Source: an optimization exercise on an open RTL-to-GDS flow (aim: small area, a short achievable clock period and few clock cycles per item). Production flows keep margins and buffers that such runs may drop.
At most, simulation tests tie the RTL to the original design; equivalence was not proved.
No activity file was given, so power comes from the tool's default toggle rates.

==> inputs of job 1113 <==
==> flow/design.v <==
module tcp_rx (
    input  wire        clk,
    input  wire        rst,
    input  wire        start,
    output wire        ready,
    input  wire        raw,
    input  wire [31:0] src_addr,
    input  wire [31:0] dst_addr,
    input  wire [15:0] len,
    input  wire        in_valid,
    output wire        in_ready,
    input  wire [31:0] in_data,
    output reg         done,
    output reg  [1:0]  result,
    output reg  [15:0] csum,
    output reg  [2:0]  seg_class,
    output reg  [15:0] payload_len,
    output reg  [15:0] sport,
    output reg  [15:0] dport,
    output reg  [31:0] seq_num,
    output reg  [31:0] ack_num,
    output reg  [3:0]  doff,
    output reg  [5:0]  flags,
    output reg  [15:0] window,
    output reg  [15:0] cksum_field,
    output reg  [15:0] urg_ptr
);
    localparam [1:0] RES_OK        = 2'd0;
    localparam [1:0] RES_MALFORMED = 2'd1;
    localparam [1:0] RES_CHECKSUM  = 2'd2;
    localparam [2:0] C_NONE   = 3'd0;
    localparam [2:0] C_DATA   = 3'd1;
    localparam [2:0] C_SYN    = 3'd2;
    localparam [2:0] C_SYNACK = 3'd3;
    localparam [2:0] C_ACK    = 3'd4;
    localparam [2:0] C_FIN    = 3'd5;
    localparam [2:0] C_FINACK = 3'd6;
    function [31:0] csa;
        input [15:0] a;
        input [15:0] b;
        input [15:0] c;
        reg   [15:0] s, k;
        begin
            s   = a ^ b ^ c;
            k   = (a & b) | (a & c) | (b & c);
            csa = {k[14:0], k[15], s};
        end
    endfunction
    reg         ready_q;      
    reg         in_ready_q;   
    reg         pend_q;       
    reg         raw_q;
    reg  [15:0] len_q;
    reg  [13:0] rem_q;        
    reg  [2:0]  hc_q;         
    reg  [15:0] sx_q, sy_q;   
    assign ready    = ready_q;
    assign in_ready = in_ready_q;
    wire beat   = in_valid & in_ready_q;
    wire last   = (rem_q == 14'd0) | ((rem_q == 14'd1) & (len_q[1:0] == 2'd0));
    wire busy0  = ~ready_q & ~in_ready_q;          
    wire clr    = raw_q & (hc_q == 3'd0);          
    wire [3:0] lane_ok;
    assign lane_ok[3] = 1'b1;
    assign lane_ok[2] = (rem_q != 14'd0) | (len_q[1:0] != 2'd1);
    assign lane_ok[1] = (rem_q != 14'd0) | (len_q[1:0] == 2'd3);
    assign lane_ok[0] = (rem_q != 14'd0);
    wire [3:0]  lane = lane_ok & {4{beat}};
    wire [31:0] dm   = in_data & {{8{lane[3]}}, {8{lane[2]}}, {8{lane[1]}}, {8{lane[0]}}};
    wire [15:0] op_a = ready_q ? src_addr[31:16] : (clr ? 16'd0 : sx_q);
    wire [15:0] op_b = ready_q ? src_addr[15:0]  : (clr ? 16'd0 : sy_q);
    wire [15:0] op_c = ready_q ? dst_addr[31:16] : dm[31:16];
    wire [15:0] op_d = ready_q ? dst_addr[15:0]  : dm[15:0];
    wire [31:0] l1 = csa(op_a, op_b, op_c);
    wire [31:0] l2 = csa(l1[15:0], l1[31:16], op_d);
    wire [15:0] t_len = raw_q ? 16'd0 : len_q;
    wire [15:0] t_pro = raw_q ? 16'd0 : 16'd6;
    wire [31:0] f1 = csa(sx_q, sy_q, t_len);
    wire [31:0] f2 = csa(f1[15:0], f1[31:16], t_pro);
    wire [15:0] fs = f2[15:0];
    wire [15:0] fc = f2[31:16];
    wire [16:0] fsum = {1'b0, fs} + {1'b0, fc};
    wire [15:0] fold = fsum[15:0] + {15'd0, fsum[16]};
    wire        sum_ok = ((fs ^ fc) == 16'hFFFF) | ((fs & fc) == 16'hFFFF);
    wire [15:0] hdr_bytes = {10'd0, doff, 2'b00};
    wire        malformed = (len_q < 16'd20) || (doff < 4'd5) || (hdr_bytes > len_q);
    wire [15:0] pl_len    = len_q - hdr_bytes;
    wire [5:0]  k         = flags & 6'h17;
    reg  [2:0]  cls;
    always @(*) begin
        if (pl_len != 16'd0)
            cls = ((flags & 6'h07) == 6'h00) ? C_DATA : C_NONE;
        else begin
            case (k)
                6'h02:   cls = C_SYN;
                6'h12:   cls = C_SYNACK;
                6'h10:   cls = C_ACK;
                6'h01:   cls = C_FIN;
                6'h11:   cls = C_FINACK;
                default: cls = C_NONE;
            endcase
        end
    end
    always @(posedge clk) begin
        csum        <= ~fold;
        payload_len <= pl_len;
        seg_class   <= cls;
        if (raw_q)
            result <= RES_OK;
        else if (malformed)
            result <= RES_MALFORMED;
        else if (!sum_ok)
            result <= RES_CHECKSUM;
        else
            result <= RES_OK;
    end
    always @(posedge clk) begin
        {sy_q, sx_q} <= l2;
    end
    always @(posedge clk) begin
        if (beat) begin
            case (hc_q)
                3'd0: begin
                    sport <= in_data[31:16];
                    dport <= in_data[15:0];
                end
                3'd1: seq_num <= in_data;
                3'd2: ack_num <= in_data;
                3'd3: begin
                    doff   <= in_data[31:28];
                    flags  <= in_data[21:16];
                    window <= in_data[15:0];
                end
                3'd4: begin
                    cksum_field <= in_data[31:16];
                    urg_ptr     <= in_data[15:0];
                end
                default: ;
            endcase
        end
    end
    always @(posedge clk) begin
        if (ready_q && start) begin
            raw_q <= raw;
            len_q <= len;
        end
        if (ready_q)
            hc_q <= 3'd0;
        else if (beat && hc_q != 3'd5)
            hc_q <= hc_q + 3'd1;
        if (ready_q)
            rem_q <= len[15:2];
        else if (beat)
            rem_q <= rem_q - 14'd1;
    end
    always @(posedge clk) begin
        if (rst) begin
            ready_q    <= 1'b1;
            in_ready_q <= 1'b0;
            pend_q     <= 1'b0;
            done       <= 1'b0;
        end else begin
            done <= ready_q & pend_q;
            if (ready_q) begin
                if (start) begin
                    ready_q    <= (len == 16'd0) ? 1'b0 : 1'b0;
                    in_ready_q <= (len != 16'd0);
                    pend_q     <= 1'b0;
                end else begin
                    pend_q     <= 1'b0;
                end
            end else if (busy0) begin
                ready_q <= 1'b1;
                pend_q  <= 1'b1;
            end else if (beat && last) begin
                in_ready_q <= 1'b0;
                ready_q    <= 1'b1;
                pend_q     <= 1'b1;
            end
        end
    end
endmodule
==> flow/flow/run.sh <==
#!/bin/bash
# Layout flow: the standard ORFS flow (standard.sh), with the ports
# buffered by the smallest plain buffer (buf_1) instead of the delay-cell
# buffer buffer_ports picks by default, and with timing repair aimed at a
# setup margin below the clock period so the resizer works on the paths
# that set the achieved period. The make output goes to standard.log; each
# ORFS step writes its own log under orfs/logs/.
set -euo pipefail
bash standard.sh \
  "BUFFER_PORTS_ARGS=-buffer_cell sky130_fd_sc_hd__buf_1" \
  "SETUP_SLACK_MARGIN=${MARGIN:-7.8}" \
  finish > standard.log 2>&1
==> flow/standard.sh <==
#!/bin/bash
# synth_recipe.tcl (not shown) runs the flow's synth.tcl, then flattens the netlist and writes it again
# the make line also repeats each setting of config.mk as NAME=value (left out here)
make -C /OpenROAD-flow-scripts/flow DESIGN_CONFIG=/design/flow/config.mk WORK_HOME=/design/flow/orfs CLKGATE_MAP_FILE= SYNTH_SCRIPT=/design/flow/synth_recipe.tcl "${@:-finish}"
==> flow/config.mk <==
export PLATFORM = sky130hd
export DESIGN_NAME = tcp_rx
export DESIGN_NICKNAME = tcp_rx
export VERILOG_FILES = /design/flow/design.v
export SDC_FILE = /design/flow/constraint.sdc
export NUM_CORES = 4
export LEC_CHECK = 0
export CAP_MARGIN = 20
export CORE_MARGIN = 2
export CORE_UTILIZATION = 40
export PLACE_DENSITY = 0.6
export SLEW_MARGIN = 20
==> flow/constraint.sdc <==
create_clock -name core_clock -period 11.0 [get_ports {clk}]
set_input_delay 2.2000 -clock core_clock [delete_from_list [all_inputs] [get_ports {clk}]]
set_output_delay 2.2000 -clock core_clock [all_outputs]
set_load 0.01 [all_outputs]
==> job 7877: changes against job 1113 <==
--- a/flow/design.v
+++ b/flow/design.v
@@ -47,9 +47,33 @@
         end
     endfunction
+    function [15:0] eac_add;
+        input [15:0] a;
+        input [15:0] b;
+        reg   [15:0] g, p, gg, pp, c;
+        integer i, l;
+        begin
+            g  = a & b;
+            p  = a ^ b;
+            gg = g;
+            pp = a | b;
+            for (l = 1; l < 16; l = l * 2)
+                for (i = 15; i >= l; i = i - 1) begin
+                    gg[i] = gg[i] | (pp[i] & gg[i-l]);
+                    pp[i] = pp[i] & pp[i-l];
+                end
+            c[0] = gg[15];
+            for (i = 1; i < 16; i = i + 1)
+                c[i] = gg[i-1] | (pp[i-1] & gg[15]);
+            eac_add = p ^ c;
+        end
+    endfunction
     reg         ready_q;      
     reg         in_ready_q;   
     reg         pend_q;       
     reg         raw_q;
-    reg  [15:0] len_q;
+    reg  [1:0]  low_q;        
+    reg         short_q;      
+    reg         bad_q;        
+    reg         clr_q;        
     reg  [13:0] rem_q;        
     reg  [2:0]  hc_q;         
@@ -58,36 +82,35 @@
     assign in_ready = in_ready_q;
     wire beat   = in_valid & in_ready_q;
-    wire last   = (rem_q == 14'd0) | ((rem_q == 14'd1) & (len_q[1:0] == 2'd0));
+    wire last   = (rem_q == 14'd0) | ((rem_q == 14'd1) & (low_q == 2'd0));
     wire busy0  = ~ready_q & ~in_ready_q;          
-    wire clr    = raw_q & (hc_q == 3'd0);          
+    wire clr    = clr_q;                           
     wire [3:0] lane_ok;
     assign lane_ok[3] = 1'b1;
-    assign lane_ok[2] = (rem_q != 14'd0) | (len_q[1:0] != 2'd1);
-    assign lane_ok[1] = (rem_q != 14'd0) | (len_q[1:0] == 2'd3);
+    assign lane_ok[2] = (rem_q != 14'd0) | (low_q != 2'd1);
+    assign lane_ok[1] = (rem_q != 14'd0) | (low_q == 2'd3);
     assign lane_ok[0] = (rem_q != 14'd0);
-    wire [3:0]  lane = lane_ok & {4{beat}};
+    wire [3:0]  lane = lane_ok & {4{in_ready_q}};
     wire [31:0] dm   = in_data & {{8{lane[3]}}, {8{lane[2]}}, {8{lane[1]}}, {8{lane[0]}}};
-    wire [15:0] op_a = ready_q ? src_addr[31:16] : (clr ? 16'd0 : sx_q);
-    wire [15:0] op_b = ready_q ? src_addr[15:0]  : (clr ? 16'd0 : sy_q);
+    wire [15:0] op_z = raw_q          ? 16'd0 :
+                       busy0          ? 16'd6 :
+                       (hc_q == 3'd0) ? {rem_q, low_q} :
+                       (hc_q == 3'd1) ? 16'd6 : 16'd0;
+    wire [31:0] l1 = csa(clr ? 16'd0 : sx_q, clr ? 16'd0 : sy_q, op_z);
+    wire [15:0] op_a = ready_q ? src_addr[31:16] : l1[15:0];
+    wire [15:0] op_b = ready_q ? src_addr[15:0]  : l1[31:16];
     wire [15:0] op_c = ready_q ? dst_addr[31:16] : dm[31:16];
     wire [15:0] op_d = ready_q ? dst_addr[15:0]  : dm[15:0];
-    wire [31:0] l1 = csa(op_a, op_b, op_c);
-    wire [31:0] l2 = csa(l1[15:0], l1[31:16], op_d);
-    wire [15:0] t_len = raw_q ? 16'd0 : len_q;
-    wire [15:0] t_pro = raw_q ? 16'd0 : 16'd6;
-    wire [31:0] f1 = csa(sx_q, sy_q, t_len);
-    wire [31:0] f2 = csa(f1[15:0], f1[31:16], t_pro);
-    wire [15:0] fs = f2[15:0];
-    wire [15:0] fc = f2[31:16];
-    wire [16:0] fsum = {1'b0, fs} + {1'b0, fc};
-    wire [15:0] fold = fsum[15:0] + {15'd0, fsum[16]};
-    wire        sum_ok = ((fs ^ fc) == 16'hFFFF) | ((fs & fc) == 16'hFFFF);
-    wire [15:0] hdr_bytes = {10'd0, doff, 2'b00};
-    wire        malformed = (len_q < 16'd20) || (doff < 4'd5) || (hdr_bytes > len_q);
-    wire [15:0] pl_len    = len_q - hdr_bytes;
+    wire [31:0] l2 = csa(op_a, op_b, op_c);
+    wire [31:0] l3 = csa(l2[15:0], l2[31:16], op_d);
+    wire [15:0] fold   = eac_add(sx_q, sy_q);
+    wire        sum_ok = ((sx_q ^ sy_q) == 16'hFFFF) | ((sx_q & sy_q) == 16'hFFFF);
+    wire [4:0]  doff_m4   = 5'd4 - {1'b0, doff};
+    wire [14:0] pl_diff   = {1'b0, rem_q} + {{10{doff_m4[4]}}, doff_m4};
+    wire        pl_take   = in_valid & in_ready_q & (hc_q == 3'd4);
+    wire        malformed = short_q | (doff < 4'd5) | bad_q;
     wire [5:0]  k         = flags & 6'h17;
     reg  [2:0]  cls;
     always @(*) begin
-        if (pl_len != 16'd0)
+        if (payload_len != 16'd0)
             cls = ((flags & 6'h07) == 6'h00) ? C_DATA : C_NONE;
         else begin
@@ -104,5 +127,4 @@
     always @(posedge clk) begin
         csum        <= ~fold;
-        payload_len <= pl_len;
         seg_class   <= cls;
         if (raw_q)
@@ -116,5 +138,6 @@
     end
     always @(posedge clk) begin
-        {sy_q, sx_q} <= l2;
+        if (in_valid || !in_ready_q)
+            {sy_q, sx_q} <= l3;
     end
     always @(posedge clk) begin
@@ -143,6 +166,15 @@
         if (ready_q && start) begin
             raw_q <= raw;
-            len_q <= len;
-        end
+            low_q   <= len[1:0];
+            short_q <= (len[15:2] < 14'd5);
+        end
+        if (pl_take) begin
+            payload_len <= {pl_diff[13:0], low_q};
+            bad_q       <= pl_diff[14];
+        end
+        if (ready_q)
+            clr_q <= raw;
+        else if (beat)
+            clr_q <= 1'b0;
         if (ready_q)
             hc_q <= 3'd0;
@@ -164,5 +196,5 @@
             if (ready_q) begin
                 if (start) begin
-                    ready_q    <= (len == 16'd0) ? 1'b0 : 1'b0;
+                    ready_q    <= 1'b0;
                     in_ready_q <= (len != 16'd0);
                     pend_q     <= 1'b0;
==> flow/flow/run.sh (replaced) <==
#!/bin/bash
# Layout flow: the standard ORFS flow (standard.sh) with these changes:
# - ports buffered by the smallest plain buffer (buf_1) instead of the
#   delay-cell buffer buffer_ports picks by default;
# - timing repair aimed at a setup margin below the clock period, so the
#   resizer works on the paths that set the achieved period;
# - clock tree synthesis without dummy loads.
# The make output goes to standard.log; each ORFS step writes its own log
# under orfs/logs/.
set -euo pipefail
bash standard.sh \
  "BUFFER_PORTS_ARGS=-buffer_cell sky130_fd_sc_hd__buf_1" \
  "SETUP_SLACK_MARGIN=7.6" \
  "CTS_ARGS=-sink_clustering_enable -repair_clock_nets -dont_use_dummy_load -sink_clustering_size 20 -sink_clustering_max_diameter 80" \
  finish > standard.log 2>&1
Settings changed: CORE_UTILIZATION 40 to 60, PLACE_DENSITY 0.6 to 0.75.
==> job 6507: changes against job 1113 <==
--- a/flow/design.v
+++ b/flow/design.v
@@ -47,4 +47,25 @@
         end
     endfunction
+    function [15:0] eac_add;
+        input [15:0] a;
+        input [15:0] b;
+        reg   [15:0] g, p, gg, pp, c;
+        integer i, l;
+        begin
+            g  = a & b;
+            p  = a ^ b;
+            gg = g;
+            pp = a | b;
+            for (l = 1; l < 16; l = l * 2)
+                for (i = 15; i >= l; i = i - 1) begin
+                    gg[i] = gg[i] | (pp[i] & gg[i-l]);
+                    pp[i] = pp[i] & pp[i-l];
+                end
+            c[0] = gg[15];
+            for (i = 1; i < 16; i = i + 1)
+                c[i] = gg[i-1] | (pp[i-1] & gg[15]);
+            eac_add = p ^ c;
+        end
+    endfunction
     reg         ready_q;      
     reg         in_ready_q;   
@@ -66,5 +87,5 @@
     assign lane_ok[1] = (rem_q != 14'd0) | (len_q[1:0] == 2'd3);
     assign lane_ok[0] = (rem_q != 14'd0);
-    wire [3:0]  lane = lane_ok & {4{beat}};
+    wire [3:0]  lane = lane_ok & {4{in_ready_q}};
     wire [31:0] dm   = in_data & {{8{lane[3]}}, {8{lane[2]}}, {8{lane[1]}}, {8{lane[0]}}};
     wire [15:0] op_a = ready_q ? src_addr[31:16] : (clr ? 16'd0 : sx_q);
@@ -80,6 +101,5 @@
     wire [15:0] fs = f2[15:0];
     wire [15:0] fc = f2[31:16];
-    wire [16:0] fsum = {1'b0, fs} + {1'b0, fc};
-    wire [15:0] fold = fsum[15:0] + {15'd0, fsum[16]};
+    wire [15:0] fold = eac_add(fs, fc);
     wire        sum_ok = ((fs ^ fc) == 16'hFFFF) | ((fs & fc) == 16'hFFFF);
     wire [15:0] hdr_bytes = {10'd0, doff, 2'b00};
@@ -116,5 +136,6 @@
     end
     always @(posedge clk) begin
-        {sy_q, sx_q} <= l2;
+        if (in_valid || !in_ready_q)
+            {sy_q, sx_q} <= l2;
     end
     always @(posedge clk) begin
@@ -164,5 +185,5 @@
             if (ready_q) begin
                 if (start) begin
-                    ready_q    <= (len == 16'd0) ? 1'b0 : 1'b0;
+                    ready_q    <= 1'b0;
                     in_ready_q <= (len != 16'd0);
                     pend_q     <= 1'b0;
--- a/flow/flow/run.sh
+++ b/flow/flow/run.sh
@@ -9,4 +9,4 @@
 bash standard.sh \
   "BUFFER_PORTS_ARGS=-buffer_cell sky130_fd_sc_hd__buf_1" \
-  "SETUP_SLACK_MARGIN=${MARGIN:-7.8}" \
+  "SETUP_SLACK_MARGIN=${MARGIN:-7.4}" \
   finish > standard.log 2>&1
==> run summary <==
metric	job 7877	job 1113	job 6507
Post-detailed-placement cell area	0.0137 sq mm	0.0135 sq mm	0.0141 sq mm
Leading power group	sequential cells	combinational logic	combinational logic
Number of logic stages on the critical path including buffering	5	19	14
Power density over the cells	198 mW/mm^2	263 mW/mm^2	255 mW/mm^2
Clk power	0.565 mW	0.931 mW	0.924 mW
Share of the synthesized area in the top cell type	55.7%	47.9%	53.0%
Result of the run	finished clean	finished clean	finished clean
Required arrival time at the worst endpoint	11,230 ps	11,470 ps	11,440 ps
CTS sink cnt	250	261	261
Achievable clock frequency	297 MHz	225 MHz	280 MHz
Sequential group power	1.25 mW	1.24 mW	1.26 mW
Net switching power	0.971 mW	1.53 mW	1.43 mW
Netlist area before placement	0.0120 sq mm	0.0116 sq mm	0.0123 sq mm
Vias in the first global route	8,080	8,492	8,451
Testbench counts of job 1113, summed over its fixed seeds: cycles 93,989, items 1,280.
Testbench counts of job 7877, summed over its fixed seeds: cycles 93,989, items 1,280.
Only the layout flow was run in job 6507; the RTL was not checked for function there.

## re-timing with driven ports
The results above use ideal ports. As a check the final layouts listed here were re-extracted and re-timed, cells and wires unchanged. Step 1 sets driving cells, clkbuf_16 on the clock port and buf_2 on the other inputs (assumed; they add their load-dependent delay and slew). Step 2, shift: input delay + t, output delay - t, t = (earliest + latest rising clock arrival at the registers) / 2. This alone moves slack from input paths to output paths. Three values: ideal ports, drivers, drivers and shift; two values: the first two.
| run | t (ns) | setup WS [ns] | worst register clock-pin slew, ns |
|---|---|---|---|
| job 1113 | 0.600 | 6.557 / 6.557 / 6.557 | 0.06 / 0.06 |
| job 7877 | 0.526 | 7.630 / 7.589 / 7.123 | 0.08 / 0.08 |
| job 6507 | 0.594 | 7.426 / 7.426 / 7.019 | 0.06 / 0.06 |
After both steps setup and hold are still met in every run listed. The setup slack of job 7877, which loses most, moves by -0.041 ns with the drivers and by -0.507 ns with both steps.
